What follows belongs to an exercise in optimizing a design on an open flow for small area, a short achievable clock period and few clock cycles per item; a production flow would make more cautious choices.
Where RTL was checked, it was by simulation tests only, not by an equivalence proof against the original.
Power figures rest on the tool's default switching activity, not on a simulated workload.

==> inputs of trial 71 <==
Design llmp16_alu, start of the top module:
module llmp16_alu (
    input  wire        clk,
    input  wire        rst,           
    input  wire        in_valid,
    output wire        in_ready,
    input  wire [15:0] in_instr,      
    input  wire [15:0] in_a,          
    input  wire [15:0] in_b,          
    output reg         out_valid,
    output reg  [15:0] out_result,
    output reg  [3:0]  out_dest,
    output reg         out_reg_we,
    output wire [3:0]  out_flags,     
    output reg         out_flags_we
);
    genvar gi;
    wire [3:0] cls = in_instr[15:12];
    wire [3:0] t   = in_instr[11:8];
    wire [3:0] fx  = in_instr[7:4];
    wire [3:0] fy  = in_instr[3:0];
    wire       c23 = (cls[3:1] == 3'b001);
    wire       c4  = (cls == 4'b0100);
    wire [9:0] tt;
    generate for (gi = 0; gi < 10; gi = gi + 1) begin : g_t
        assign tt[gi] = (t == gi);
    end endgenerate
    wire i_add = (c23 || c4) && tt[0];                        
    wire i_sub = c23 && tt[1] || c4 && (tt[1] || tt[3]);      
    wire i_cmp = c23 && tt[8];
    wire i_and = c23 && tt[5];
    wire i_tst = c23 && tt[9];
    wire i_or  = c23 && tt[6];
    wire i_xor = c23 && tt[7] || c4 && tt[2];                 
    wire i_shl = c4 && (tt[4] || tt[7]);
    wire i_shr = c4 && (tt[5] || tt[8]);
    wire i_sar = c4 && (tt[6] || tt[9]);
    wire i_mul = c23 && tt[2];
    wire i_div = c23 && tt[3];
    wire i_mod = c23 && tt[4];
    wire i_one = c4 && (tt[0] || tt[1]);                      
    wire i_not = c4 && tt[2];                                 
    wire i_neg = c4 && tt[3];                                 
    wire i_imm = c4 && (tt[7] || tt[8] || tt[9]);             
    wire [15:0] in_a_rev;
    generate for (gi = 0; gi < 16; gi = gi + 1) begin : g_arev
        assign in_a_rev[gi] = in_a[15 - gi];
    end endgenerate
    wire [15:0] d_a = i_neg ? 16'd0 : i_shl ? in_a_rev : in_a;
    wire [15:0] d_b = i_one ? 16'd1 : i_not ? 16'hFFFF : i_neg ? in_a :
                      i_imm ? {12'd0, fy} : in_b;
    wire        d_big = !i_imm && (|in_b[15:5]);
    wire [3:0]  d_msb_a, d_msb_b;
    llmp16_msb u_msb_a (.v(in_a), .p(d_msb_a));
    llmp16_msb u_msb_b (.v(in_b), .p(d_msb_b));
  ...
clock: 10.0 ns
lec_check: 0
abc_area: 1
cap_margin: 20
core_margin: 2
core_utilization: 45
slew_margin: 20
standard.sh (not shown) runs the stock make flow with config.mk's settings and CLKGATE_MAP_FILE= SYNTH_SCRIPT=/design/flow/synth_recipe.tcl, a recipe that flattens the netlist after the stock synthesis.
==> flow/flow/run.sh <==
#!/bin/bash
set -euo pipefail
bash standard.sh SETUP_SLACK_MARGIN=6.45 "BUFFER_PORTS_ARGS=-buffer_cell sky130_fd_sc_hd__buf_1" finish > standard_flow.log 2>&1
==> trial 3 (differences from trial 71) <==
==> flow/flow/run.sh (replaced) <==
#!/bin/bash
set -euo pipefail
bash standard.sh SETUP_SLACK_MARGIN=6.3 "BUFFER_PORTS_ARGS=-buffer_cell sky130_fd_sc_hd__buf_1" finish > standard_flow.log 2>&1
==> trial 79 (differences from trial 71) <==
--- a/flow/design.v
+++ b/flow/design.v
@@ -293,12 +293,16 @@
     output reg  [15:0] out_result,
     output reg  [3:0]  out_dest,
     output reg         out_reg_we,
     output wire [3:0]  out_flags,     
     output reg         out_flags_we
 );
+    localparam [3:0] OP_NOP = 4'd0,  OP_ADD = 4'd1,  OP_SUB = 4'd2,  OP_CMP = 4'd3,
+                     OP_AND = 4'd4,  OP_TST = 4'd5,  OP_OR  = 4'd6,  OP_XOR = 4'd7,
+                     OP_SHL = 4'd8,  OP_SHR = 4'd9,  OP_SAR = 4'd10, OP_MUL = 4'd11,
+                     OP_DIV = 4'd12, OP_MOD = 4'd13;
     genvar gi;
     wire [3:0] cls = in_instr[15:12];
     wire [3:0] t   = in_instr[11:8];
     wire [3:0] fx  = in_instr[7:4];
     wire [3:0] fy  = in_instr[3:0];
     wire       c23 = (cls[3:1] == 3'b001);
@@ -321,12 +325,29 @@
     wire i_div = c23 && tt[3];
     wire i_mod = c23 && tt[4];
     wire i_one = c4 && (tt[0] || tt[1]);                      
     wire i_not = c4 && tt[2];                                 
     wire i_neg = c4 && tt[3];                                 
     wire i_imm = c4 && (tt[7] || tt[8] || tt[9]);             
+    reg [3:0] d_op;
+    always @* begin
+        d_op = OP_NOP;
+        if (i_add) d_op = OP_ADD;
+        if (i_sub) d_op = OP_SUB;
+        if (i_cmp) d_op = OP_CMP;
+        if (i_and) d_op = OP_AND;
+        if (i_tst) d_op = OP_TST;
+        if (i_or)  d_op = OP_OR;
+        if (i_xor) d_op = OP_XOR;
+        if (i_shl) d_op = OP_SHL;
+        if (i_shr) d_op = OP_SHR;
+        if (i_sar) d_op = OP_SAR;
+        if (i_mul) d_op = OP_MUL;
+        if (i_div) d_op = OP_DIV;
+        if (i_mod) d_op = OP_MOD;
+    end
     wire [15:0] in_a_rev;
     generate for (gi = 0; gi < 16; gi = gi + 1) begin : g_arev
         assign in_a_rev[gi] = in_a[15 - gi];
     end endgenerate
     wire [15:0] d_a = i_neg ? 16'd0 : i_shl ? in_a_rev : in_a;
     wire [15:0] d_b = i_one ? 16'd1 : i_not ? 16'hFFFF : i_neg ? in_a :
@@ -341,63 +362,64 @@
         assign in_b_pre[gi] = in_b_pre[gi + 1] | in_b[gi];
     end endgenerate
     wire        d_div_one = ((in_a & ~in_b_pre) == 16'd0) || !in_b_pre[0];
     wire        d_multi = in_valid && (i_mul || ((i_div || i_mod) && !d_div_one));
     reg        ready_r;       
     reg        v_r;           
-    reg        f_add;         
-    reg        f_mul;
-    reg        f_and;         
-    reg        f_or;
-    reg        f_xor;         
-    reg        f_sh;          
-    reg        f_sar;
-    reg        f_dm;          
-    reg        f_mod;
-    reg        f_we;          
-    reg        f_fwe;         
+    reg [3:0]  op_r;
     reg [3:0]  dest_r;
     reg        sub_r;         
-    reg        dfirst_r;      
-    reg        sleft_r;       
     reg        big_r;         
     reg [3:0]  msb_a, msb_b;  
     reg [15:0] a_r, b_r;      
     reg        mul_p2;        
     reg        h_r, x_r;      
     reg [2:0]  xl_r;          
     reg        fc_r, fv_r;    
     reg        div_run;       
     reg [3:0]  cnt;           
     assign in_ready  = ready_r;
     assign out_flags = {out_result[15], out_result == 16'd0, fc_r, fv_r};
+    wire e_add = (op_r == OP_ADD);
+    wire e_sub = (op_r == OP_SUB) || (op_r == OP_CMP);
+    wire e_and = (op_r == OP_AND) || (op_r == OP_TST);
+    wire e_or  = (op_r == OP_OR);
+    wire e_xor = (op_r == OP_XOR);
+    wire e_shl = (op_r == OP_SHL);
+    wire e_shr = (op_r == OP_SHR);
+    wire e_sar = (op_r == OP_SAR);
+    wire e_mul = (op_r == OP_MUL);
+    wire e_mod = (op_r == OP_MOD);
+    wire e_dm  = (op_r == OP_DIV) || e_mod;
+    wire e_nop = (op_r == OP_NOP);
+    wire [15:0] f1_s = a_r ^ b_r ^ out_result;
+    wire [15:0] f1_c = (a_r & b_r) | (a_r & out_result) | (b_r & out_result);
     wire [15:0] bx   = b_r ^ {16{sub_r}};
-    wire [15:0] g3   = out_result & {16{mul_p2}};
-    wire [15:0] f1_s = a_r ^ bx ^ g3;
-    wire [15:0] f1_c = (a_r & bx) | (a_r & g3) | (bx & g3);
-    wire [16:0] sum  = {1'b0, f1_s} + {1'b0, f1_c[14:0], sub_r};
-    wire        cout = f1_c[15] | sum[16];      
+    wire [15:0] ad_x = mul_p2 ? f1_s : a_r;
+    wire [15:0] ad_y = mul_p2 ? {f1_c[14:0], 1'b0} : bx;
+    wire [16:0] sum  = {1'b0, ad_x} + {1'b0, ad_y} + {16'd0, sub_r};
+    wire        cout = sum[16];
     wire        add_c = sub_r ? !cout : cout;
     wire        add_v = (a_r[15] == bx[15]) && (sum[15] != a_r[15]);
-    wire        mul_c = h_r || (x_r ^ (^xl_r) ^ f1_c[15] ^ sum[16]);
-    wire        div_first = dfirst_r;
+    wire        mul_c = h_r || (x_r ^ (^xl_r) ^ f1_c[15] ^ cout);
+    wire        div_first = e_dm && !div_run;
     wire        b_zero = (b_r == 16'd0);
     wire        fits   = cout;                  
     wire [3:0]  k = msb_a - msb_b;              
     wire        k_zero = (k == 4'd0);           
     wire        div_done_first = b_zero || !fits || k_zero;
     wire        div_fin = div_run ? (cnt == 4'd0) : div_done_first;
     wire [15:0] quo = div_run ? {out_result[14:0], fits} : {15'd0, fits && k_zero};
     wire [15:0] rem = fits ? sum[15:0] : a_r;
-    wire        sh_left = sleft_r;
+    wire        sh_left = e_shl || div_first;
     wire [15:0] sh_x;
     wire [15:0] sh_r;
     generate for (gi = 0; gi < 16; gi = gi + 1) begin : g_rev
         assign sh_x[gi] = div_first ? b_r[15 - gi] : a_r[gi];
     end endgenerate
-    wire        sh_f   = f_sar && a_r[15];
+    wire        sh_f   = e_sar && a_r[15];
     wire [4:0]  sh_n   = div_first ? {1'b0, k} : b_r[4:0];
     wire        sh_big = !div_first && big_r;
     wire [16:0] s0 = {sh_x, 1'b0};
     wire [16:0] s1 = sh_n[0] ? {sh_f, s0[16:1]} : s0;
     wire [16:0] s2 = sh_n[1] ? {{2{sh_f}}, s1[16:2]} : s1;
     wire [16:0] s3 = sh_n[2] ? {{4{sh_f}}, s2[16:4]} : s2;
@@ -419,63 +441,57 @@
     end endgenerate
     wire [15:1] hterm;
     generate for (gi = 1; gi < 16; gi = gi + 1) begin : g_h
         assign hterm[gi] = a_r[gi] & pb[16 - gi];
     end endgenerate
     wire        mul_h = |hterm;
-    wire [15:0] r = ({16{f_add || f_mul}} & sum[15:0]) |
-                    ({16{f_and}} & (a_r & b_r)) |
-                    ({16{f_or}}  & (a_r | b_r)) |
-                    ({16{f_xor}} & (a_r ^ b_r)) |
-                    ({16{f_sh}}  & sh_r) |
-                    ({16{f_dm}}  & ((f_mod && div_fin) ? rem : quo));
-    wire        fc = (f_add && add_c) || (f_mul && mul_c) || (f_sh && sh_c);
-    wire        fv = f_add && add_v;
-    wire mul_p1 = f_mul && !mul_p2;
-    wire fin    = v_r && (f_mul ? mul_p2 : f_dm ? div_fin : 1'b1);
+    reg  [15:0] r;
+    reg         fc, fv;
+    always @* begin
+        r  = sum[15:0];
+        fc = 1'b0;
+        fv = 1'b0;
+        if (e_add || e_sub) begin
+            fc = add_c; fv = add_v;
+        end else if (e_mul) begin
+            fc = mul_c;
+        end else if (e_and) r = a_r & b_r;
+        else if (e_or)  r = a_r | b_r;
+        else if (e_xor) r = a_r ^ b_r;
+        else if (e_shl || e_shr || e_sar) begin
+            r = sh_r; fc = sh_c;
+        end else if (e_dm) begin
+            r = (e_mod && div_fin) ? rem : quo;
+        end
+    end
+    wire mul_p1 = e_mul && !mul_p2;
+    wire fin    = v_r && (e_mul ? mul_p2 : e_dm ? div_fin : 1'b1);
     always @(posedge clk) begin
         out_result   <= mul_p1 ? csa_r2 : r;
         fc_r         <= fc;
         fv_r         <= fv;
         out_dest     <= dest_r;
-        out_reg_we   <= f_we && !(f_dm && b_zero);
-        out_flags_we <= f_fwe && !(f_dm && b_zero);
+        out_reg_we   <= !(e_nop || op_r == OP_CMP || op_r == OP_TST || (e_dm && b_zero));
+        out_flags_we <= !(e_nop || (e_dm && b_zero));
         if (ready_r) begin
             a_r    <= d_a;
             b_r    <= d_b;
-            f_add  <= i_add || i_sub || i_cmp;
-            f_mul  <= i_mul;
-            f_and  <= i_and || i_tst;
-            f_or   <= i_or;
-            f_xor  <= i_xor;
-            f_sh   <= i_shl || i_shr || i_sar;
-            f_sar  <= i_sar;
-            f_dm   <= i_div || i_mod;
-            f_mod  <= i_mod;
-            f_we   <= i_add || i_sub || i_mul || i_div || i_mod || i_and || i_or || i_xor ||
-                      i_shl || i_shr || i_sar;
-            f_fwe  <= i_add || i_sub || i_cmp || i_mul || i_div || i_mod || i_and || i_tst ||
-                      i_or || i_xor || i_shl || i_shr || i_sar;
+            op_r   <= d_op;
             sub_r  <= i_sub || i_cmp || i_div || i_mod;
-            dfirst_r <= i_div || i_mod;
-            sleft_r  <= i_shl || i_div || i_mod;
             big_r  <= d_big;
             msb_a  <= d_msb_a;
             msb_b  <= d_msb_b;
             dest_r <= c4 ? fx : 4'd0;
+        end else if (mul_p1) begin
+            a_r <= csa_r0;
+            b_r <= csa_r1;
+        end else if (div_first) begin
+            b_r <= sh_r;
         end else begin
-            dfirst_r <= 1'b0;
-            if (mul_p1) begin
-                a_r <= csa_r0;
-                b_r <= csa_r1;
-            end else if (div_first) begin
-                b_r <= sh_r;
-            end else begin
-                if (fits) a_r <= sum[15:0];
-                b_r <= {1'b0, b_r[15:1]};
-            end
+            if (fits) a_r <= sum[15:0];
+            b_r <= {1'b0, b_r[15:1]};
         end
         h_r <= mul_h;
         x_r <= csa_x;
         xl_r <= csa_xl;
         cnt <= div_run ? cnt - 4'd1 : k;
         if (rst) begin
@@ -485,13 +501,13 @@
             mul_p2    <= 1'b0;
             div_run   <= 1'b0;
         end else begin
             out_valid <= fin;
             v_r       <= ready_r ? in_valid : !fin;
             mul_p2    <= v_r && mul_p1;
-            div_run   <= v_r && f_dm && !div_fin;
+            div_run   <= v_r && e_dm && !div_fin;
             ready_r   <= ready_r ? !d_multi :
                          mul_p1  ? 1'b1 :
                          div_run ? (cnt == 4'd1) :
                          div_done_first;
         end
     end
==> flow/flow/run.sh (replaced) <==
#!/bin/bash
set -euo pipefail
bash standard.sh SETUP_SLACK_MARGIN=6.3 finish > standard_flow.log 2>&1
==> notes <==
Of trial 71 and trial 79, trial 79 has the higher sequential power (gap about 4.7%, measured against trial 79).
Hold slack: trial 79 > trial 71 > trial 3.
Register-to-register slack: trial 79 < trial 3 < trial 71.
In synthesized cell count, trial 3 and trial 71 do not differ.
Against trial 71, the cell area of trial 3 is smaller by 4.0%.
==> figures <==
|  | trial 3 | trial 71 | trial 79 |
|---|---|---|---|
| Status | no timing/DRC/antenna violations | no timing/DRC/antenna violations | no timing/DRC/antenna violations |
| Worst-case setup margin in the final layout | 6.34 ns | 6.41 ns | 6.23 ns |
| Number of nets in the synthesized netlist | 2139 | 2139 | 2196 |
| Met3 Track Usage GR | 7.64% | 6.39% | 7.54% |
| Non-clock buffers | 151 | 158 | 200 |
| Flop2flop setup slack | 6.35 ns | 6.41 ns | 6.23 ns |
| Maximum vdd drop | 0.0903 mV | 0.0858 mV | 0.0870 mV |
| CP Max Fanout | 4 | 14 | 7 |
| Number of flops mapped to enable cells by yosys | 42 | 42 | 34 |
| Element type at the critical path end | output pin | flip-flop | flip-flop |
| Fraction of layout cells with a size suffix above 1 | 8.24% | 13.2% | 13.6% |
| Number of antenna violations at the first check in global routing | 0 | 2 | 1 |
Testbench counts of trial 79, summed over its fixed seeds: cycles 16,318, ops 12,000.
For trial 71 and trial 3, only the layout was checked, not whether the RTL still works.

==> port drivers added, routing unchanged <==
How much do the figures lean on ideal ports? The routed layouts below were timed once more, with nothing changed but the port constraints.
Step 1, drivers: a clkbuf_16 drives clk and a buf_2 each remaining input, both assumed.
Step 2 times the ports against the registers' clock, not the clock port: input delays grow and output delays shrink by t, the midpoint of the rising clock arrivals with the driver on.
Three values: no drivers, after step 1, after step 2; two values: the first two.
| run | t, ns | setup slack, ns | worst setup path after step 2 | clock arrival spread, ns |
|---|---|---|---|---|
| trial 71 | 0.414 | 6.411 / 6.411 / 6.119 | input to register | 0.010 / 0.009 |
| trial 3 | 0.414 | 6.342 / 6.289 / 6.053 | input to register | 0.011 / 0.011 |
| trial 79 | 0.414 | 6.225 / 6.225 / 5.882 | input to register | 0.016 / 0.016 |
After both steps every run listed still meets setup and hold. The setup slack of trial 79, which loses most, moves by 0.000 ns with the drivers and by -0.343 ns with both steps.
